From an optimization exercise on the open Yosys and OpenROAD flow, aimed at small area; shortcuts taken in it are not production practice.
Only simulation tests tie the RTL to the original design; equivalence was not proved.
Power is estimated from default activity; no workload was simulated. The clock port is modelled as an ideal driver; clocking choices that lean on that would not hold on a real chip.

Design dsrd_core, start of the top module:
module dsrd_core (
    input  wire       clk,
    input  wire       rst,         
    input  wire       tick,        
    input  wire       rx_valid,    
    input  wire [7:0] rx_data,
    output reg        sck,         
    output reg        lat,         
    output reg        blank,       
    output reg        drv_rst,     
    output reg        sda,         
    output reg  [7:0] row          
);
    localparam [2:0] S_HOLD   = 3'd0,    
                     S_PULSE  = 3'd1,    
                     S_SETTLE = 3'd2,    
                     S_SHIFT  = 3'd3,    
                     S_LAT0   = 3'd4,    
                     S_LAT1   = 3'd5,    
                     S_BEND   = 3'd6,    
                     S_IDLE   = 3'd7;    
    reg  [2:0]  state;
    reg  [1:0]  tcnt;
    reg  [3:0]  bm;           
    reg  [3:0]  bd;
    reg         hi;           
    reg  [2:0]  rowcnt;
    reg  [2:0]  lag_lo;       
    reg  [12:0] lag_hi;
    reg         running;
    reg         bootf;        
    reg  [1:0]  cur_h, rx_h, next_h;
    reg         next_v;
    reg         collecting;
    reg  [2:0]  wr_row;       
    reg  [4:0]  col_ptr;      
    reg  [1:0]  prev_f;       
    reg  [2:0]  prev_r;
    reg  [4:0]  prev_lo;      
    reg  [1:0]  ph_f;         
    reg  [2:0]  ph_r;
    wire rx_go     = running && rx_valid;
    wire rx_sof    = rx_go && rx_data == 8'hFF;
    wire rx_store  = rx_go && rx_data != 8'hFF && collecting;
    wire publish   = rx_store && col_ptr == 5'd23 && wr_row == 3'd7;
    wire row_end   = (state == S_LAT1) && running;
    wire swap_req  = row_end && rowcnt == 3'd7;
    wire boot      = (state == S_BEND);
    wire [1:0] free_h     = 2'd3 - cur_h - rx_h;
    wire [1:0] pub_next_h = publish ? rx_h   : next_h;
    wire       pub_next_v = publish ? 1'b1   : next_v;
    wire [1:0] pub_rx_h   = publish ? free_h : rx_h;
    wire       do_swap    = swap_req && pub_next_v;
    always @(posedge clk) begin
        if (rst || boot) begin
            running    <= boot;
            collecting <= 1'b0;
            wr_row     <= 3'd0;
            col_ptr    <= 5'd0;
            prev_f     <= 2'd0;
            prev_r     <= 3'd0;
            prev_lo    <= 5'd24;
            cur_h      <= 2'd0;
            rx_h       <= 2'd1;
            next_h     <= 2'd0;
            next_v     <= 1'b0;
            bootf      <= 1'b1;
  ...
Size: about 6000 cells after synthesis, roughly 4900 flip-flops, about 25 I/O pins.
clock: 10.0 ns
lec_check: 0
cap_margin: 20
core_margin: 2
core_utilization: 45
cts_cluster_diameter: 120
cts_cluster_size: 30
place_density: 0.6
slew_margin: 20
standard.sh (not shown) runs the stock make flow with config.mk's settings and CLKGATE_MAP_FILE= SYNTH_SCRIPT=/design/flow/synth_recipe.tcl, a recipe that flattens the netlist after the stock synthesis.
==> flow/flow/run.sh <==
#!/bin/bash
set -e
export CTS_ARGS="-sink_clustering_enable -repair_clock_nets -sink_clustering_size 30 -sink_clustering_max_diameter 120 -dont_use_dummy_load"
bash standard.sh > standard.log 2>&1
==> next run, changes <==
==> flow/run.sh (new file) <==
#!/bin/bash
# synth_recipe.tcl (not shown) runs the flow's synth.tcl, then flattens the netlist and writes it again
# the make line also repeats each setting of config.mk as NAME=value (left out here)
make -C /OpenROAD-flow-scripts/flow DESIGN_CONFIG=/design/flow/config.mk WORK_HOME=/design/flow/orfs CLKGATE_MAP_FILE= SYNTH_SCRIPT=/design/flow/synth_recipe.tcl finish
removed: flow/flow/run.sh
removed: flow/standard.sh
Outcome: Cell area is higher by 0.37%. Fmax is lower by 0.72%. Power is higher by 0.99%. Routed wire length is about the same. Global-route usage barely changes. Area after synthesis does not change.

* * *

== cedar ==
dsrd_core, a different RTL version from the one above (not shown whole).
Size in the first run: ~6000 cells after synthesis, roughly 4900 flip-flops, roughly 25 I/O pins.
clock: 10.0 ns
lec_check: 0
cap_margin: 20
core_margin: 2
core_utilization: 45
place_density: 0.6
slew_margin: 20
run.sh (not shown) runs the stock make flow with config.mk's settings and CLKGATE_MAP_FILE= SYNTH_SCRIPT=/design/flow/synth_recipe.tcl, a recipe that flattens the netlist after the stock synthesis.
Stock flow here: none of the scripts above is used.
> inputs changed (cedar -> delta)
- CTS_BUF_LIST: unset -> sky130_fd_sc_hd__clkbuf_8
- CTS_CLUSTER_SIZE: unset -> 30
--- outcome ---
- In summary, delta completed successfully, with a layout that passed the timing, design-rule and antenna checks.
- cedar → delta: transition time at the pin with the least slew margin now sits higher; number of buffers created by CTS now sits higher; leakage power summed over all cells now sits higher.
- Compared with cedar, delta shows worst relative slew slack lower by 0.86 points.
- The peak per-stage delay on the critical path of delta exceeds that of cedar by 0.04 ns.
- Looking at least setup slack across all paths after layout across delta and cedar, the one that comes out lower is cedar.
- Going from cedar to delta, the overall routing resource usage was found to have gone up by 0.26 points.
Changes in garnet relative to delta:
- a deleted CTS_BUF_LIST that had been sky130_fd_sc_hd__clkbuf_8
- an added CTS_CLUSTER_DIAMETER of 120
- an added ABC_AREA of 1
## What came out
- | sequential cell area | garnet vs delta | ≈ equal |
- NOTE cell count after placement delta->garnet increased by a little under 10%
- Diff delta and garnet: largest fanout on the critical path lower in garnet
- Multi-input combinational cell area (garnet vs. delta) decreases by a few percent
- Clock latency on the worst-skew pair in garnet is 0.21 ns below delta.
- Relative to delta, the hold slack of garnet is higher by 0.024 ns.
- NOTE: total routed wire length on the met1 layer in garnet exceeds that of delta
- In garnet the area enclosed by the die boundary turned out 0.0015 sq mm higher than in delta.
- Going from delta to garnet, final cycle utilization of the critical path +1.7 points; fraction of standard cell area that is sequential +5.4 points; post-synthesis instance area +about 0.6%.

* * *

Another version of the RTL of dsrd_core (not shown whole).
For scale: roughly 6000 cells after synthesis, roughly 25 I/O pins, ~110000 sq um of cells after synthesis.
==> flow/config.mk <==
export PLATFORM = sky130hd
export DESIGN_NAME = dsrd_core
export DESIGN_NICKNAME = dsrd_core
export VERILOG_FILES = /design/flow/design.v
export SDC_FILE = /design/flow/constraint.sdc
export NUM_CORES = 8
export LEC_CHECK = 0
export CAP_MARGIN = 20
export CORE_MARGIN = 2
export CORE_UTILIZATION = 45
export CTS_CLUSTER_DIAMETER = 120
export CTS_CLUSTER_SIZE = 30
export PLACE_DENSITY = 0.6
export SLEW_MARGIN = 20
==> flow/constraint.sdc <==
create_clock -name core_clock -period 10.0 [get_ports {clk}]
set_input_delay 2.0000 -clock core_clock [delete_from_list [all_inputs] [get_ports {clk}]]
set_output_delay 2.0000 -clock core_clock [all_outputs]
set_load 0.01 [all_outputs]
standard.sh (not shown) runs the stock make flow with config.mk's settings and CLKGATE_MAP_FILE= SYNTH_SCRIPT=/design/flow/synth_recipe.tcl, a recipe that flattens the netlist after the stock synthesis.
==> flow/flow/run.sh <==
#!/bin/bash
# The standard layout (standard.sh, standard synthesis), with two changes:
# the clock tree is built without dummy loads and with its own clustering, and
# the port buffers are buf_1 cells. The ORFS output goes to standard.log.
set -e
export CTS_ARGS="-sink_clustering_enable -repair_clock_nets -sink_clustering_size 32 -sink_clustering_max_diameter 100 -dont_use_dummy_load"
export BUFFER_PORTS_ARGS="-buffer_cell sky130_fd_sc_hd__buf_1"
bash standard.sh > standard.log 2>&1
The baseline completed with no timing, DRC or antenna violations.
Then changed:
==> flow/run.sh (new file) <==
#!/bin/bash
# synth_recipe.tcl (not shown) runs the flow's synth.tcl, then flattens the netlist and writes it again
# the make line also repeats each setting of config.mk as NAME=value (left out here)
make -C /OpenROAD-flow-scripts/flow DESIGN_CONFIG=/design/flow/config.mk WORK_HOME=/design/flow/orfs CLKGATE_MAP_FILE= SYNTH_SCRIPT=/design/flow/synth_recipe.tcl finish
removed: flow/flow/run.sh
removed: flow/standard.sh
Result: Die area stays the same; design area rises by about 0.7%; via count hardly moves; fmax falls by about 3.5%; power rises by 1.6%; utilization rises by 0.34 points; setup slack degrades by 0.18 ns; worst hold slack improves by 0.074 ns.

* * *

Setup of indigo:
dsrd_core, a different RTL version from the one above (not shown whole).
Size: about 6000 cells after synthesis, about 4900 flip-flops, roughly 110000 um2 of cells after synthesis.
Settings: LEC_CHECK=0, CAP_MARGIN=20, CORE_MARGIN=2, CORE_UTILIZATION=45, CTS_CLUSTER_DIAMETER=120, CTS_CLUSTER_SIZE=30, PLACE_DENSITY=0.6, SLEW_MARGIN=20; clock period 10.0 ns.
run.sh (not shown) runs the stock make flow with config.mk's settings and CLKGATE_MAP_FILE= SYNTH_SCRIPT=/design/flow/synth_recipe.tcl, a recipe that flattens the netlist after the stock synthesis.
Stock flow here: none of the scripts above is used.
The following lists how sierra was set up differently from indigo:
# indigo
export LEC_CHECK = 0
export CAP_MARGIN = 20
export CORE_MARGIN = 2
export CORE_UTILIZATION = 45
export CTS_CLUSTER_DIAMETER = 120
export CTS_CLUSTER_SIZE = 30
export PLACE_DENSITY = 0.6
export SLEW_MARGIN = 20
create_clock -name core_clock -period 10.0 [get_ports {clk}]
# sierra
export LEC_CHECK = 0
export CAP_MARGIN = 20
export CORE_MARGIN = 2
export CORE_UTILIZATION = 50
export CTS_CLUSTER_DIAMETER = 120
export CTS_CLUSTER_SIZE = 30
export PLACE_DENSITY = 0.7
export SLEW_MARGIN = 20
create_clock -name core_clock -period 10.0 [get_ports {clk}]
==> flow/flow/run.sh (new file) <==
#!/bin/bash
# The standard layout (standard.sh, standard synthesis), with two changes:
# the clock tree is built without dummy loads and with its own clustering, and
# the port buffers are buf_1 cells. The ORFS output goes to standard.log.
set -e
export CTS_ARGS="-sink_clustering_enable -repair_clock_nets -sink_clustering_size 32 -sink_clustering_max_diameter 100 -dont_use_dummy_load -tree_buf sky130_fd_sc_hd__clkbuf_8"
export BUFFER_PORTS_ARGS="-buffer_cell sky130_fd_sc_hd__buf_1"
bash standard.sh > standard.log 2>&1
==> flow/standard.sh (new file) <==
#!/bin/bash
# synth_recipe.tcl (not shown) runs the flow's synth.tcl, then flattens the netlist and writes it again
# the make line also repeats each setting of config.mk as NAME=value (left out here)
make -C /OpenROAD-flow-scripts/flow DESIGN_CONFIG=/design/flow/config.mk WORK_HOME=/design/flow/orfs CLKGATE_MAP_FILE= SYNTH_SCRIPT=/design/flow/synth_recipe.tcl "${@:-finish}"
removed: flow/run.sh
[summary]
- sierra vs indigo on count of placed standard cells including taps: sierra is the lower one.
- sierra vs indigo: number of global-route vias before repair up slightly
- The die outline width reported for sierra is smaller than that of indigo by 5.1%.
- On sierra: final core area utilization is 4.7 points higher than what indigo gave.
- Summary: with indigo as the reference, count of plain and timing-repair buffers in the layout in sierra moved down by a little under 10%.
Relative to sierra, the following input files were edited for willow:
# sierra
export LEC_CHECK = 0
export CAP_MARGIN = 20
export CORE_MARGIN = 2
export CORE_UTILIZATION = 50
export CTS_CLUSTER_DIAMETER = 120
export CTS_CLUSTER_SIZE = 30
export PLACE_DENSITY = 0.7
export SLEW_MARGIN = 20
create_clock -name core_clock -period 10.0 [get_ports {clk}]
# willow
export LEC_CHECK = 0
export CAP_MARGIN = 20
export CORE_MARGIN = 2
export CORE_UTILIZATION = 45
export CTS_CLUSTER_DIAMETER = 120
export CTS_CLUSTER_SIZE = 30
export PLACE_DENSITY = 0.6
export SLEW_MARGIN = 20
create_clock -name core_clock -period 10.0 [get_ports {clk}]
Findings:
- Looking only at worst hold slack, and setting everything else aside, the lower value of willow and sierra goes to sierra.
- Reported for willow and sierra, synthesized cell count turned out identical to the last digit.
- When willow is set beside sierra, its core utilization turns out to be 5.2 points smaller.
- Compared sierra against willow; power within noise.
- Clock skew deteriorates in willow relative to sierra.
- sierra -> willow: floorplan die height increased by a few percent
- As far as post-cts resize count goes, willow and sierra are indistinguishable; the numbers are identical.
- For pin count of the biggest net entering global routing, dividing the value from willow by the value from sierra gives 0.79.
- Compared to sierra, the routing of willow uses more wire.

-- afterwards: timing with drivers on the ports --
The flow's constraints put no driver on any port. The routed layouts listed below were extracted and timed again, unchanged, in two steps. Step 1: set_driving_cell puts a clkbuf_16 on clk and a buf_2 on each other input, an assumption about the parent block. Step 2, shift: input delay + t, output delay - t, t = (earliest + latest rising clock arrival at the registers) / 2. This alone moves slack from input paths to output paths. Three values: ideal, step 1, step 2; two values: the first two.
run	t, ns	slack for setup (ns)	clock arrival spread, ns
the first run of note 1	0.886	4.569 / 4.640 / 3.753	0.127 / 0.127
the second run of note 1	0.914	4.530 / 4.601 / 3.686	0.061 / 0.061
cedar	1.006	4.971 / 5.025 / 4.019	0.072 / 0.072
delta	1.122	5.055 / 5.104 / 3.982	0.082 / 0.082
garnet	0.904	4.888 / 4.946 / 4.042	0.071 / 0.071
the first run of note 3	0.874	4.904 / 4.956 / 4.082	0.136 / 0.136
the second run of note 3	0.936	4.720 / 4.781 / 3.845	0.057 / 0.057
indigo	0.928	4.899 / 4.960 / 4.032	0.037 / 0.038
sierra	0.926	5.145 / 5.208 / 4.282	0.120 / 0.120
willow	0.901	5.180 / 5.244 / 4.343	0.178 / 0.178
After both steps every run listed still meets setup and hold. For delta, which loses most, drivers alone change the setup slack by +0.049 ns; drivers and shift together by -1.073 ns.
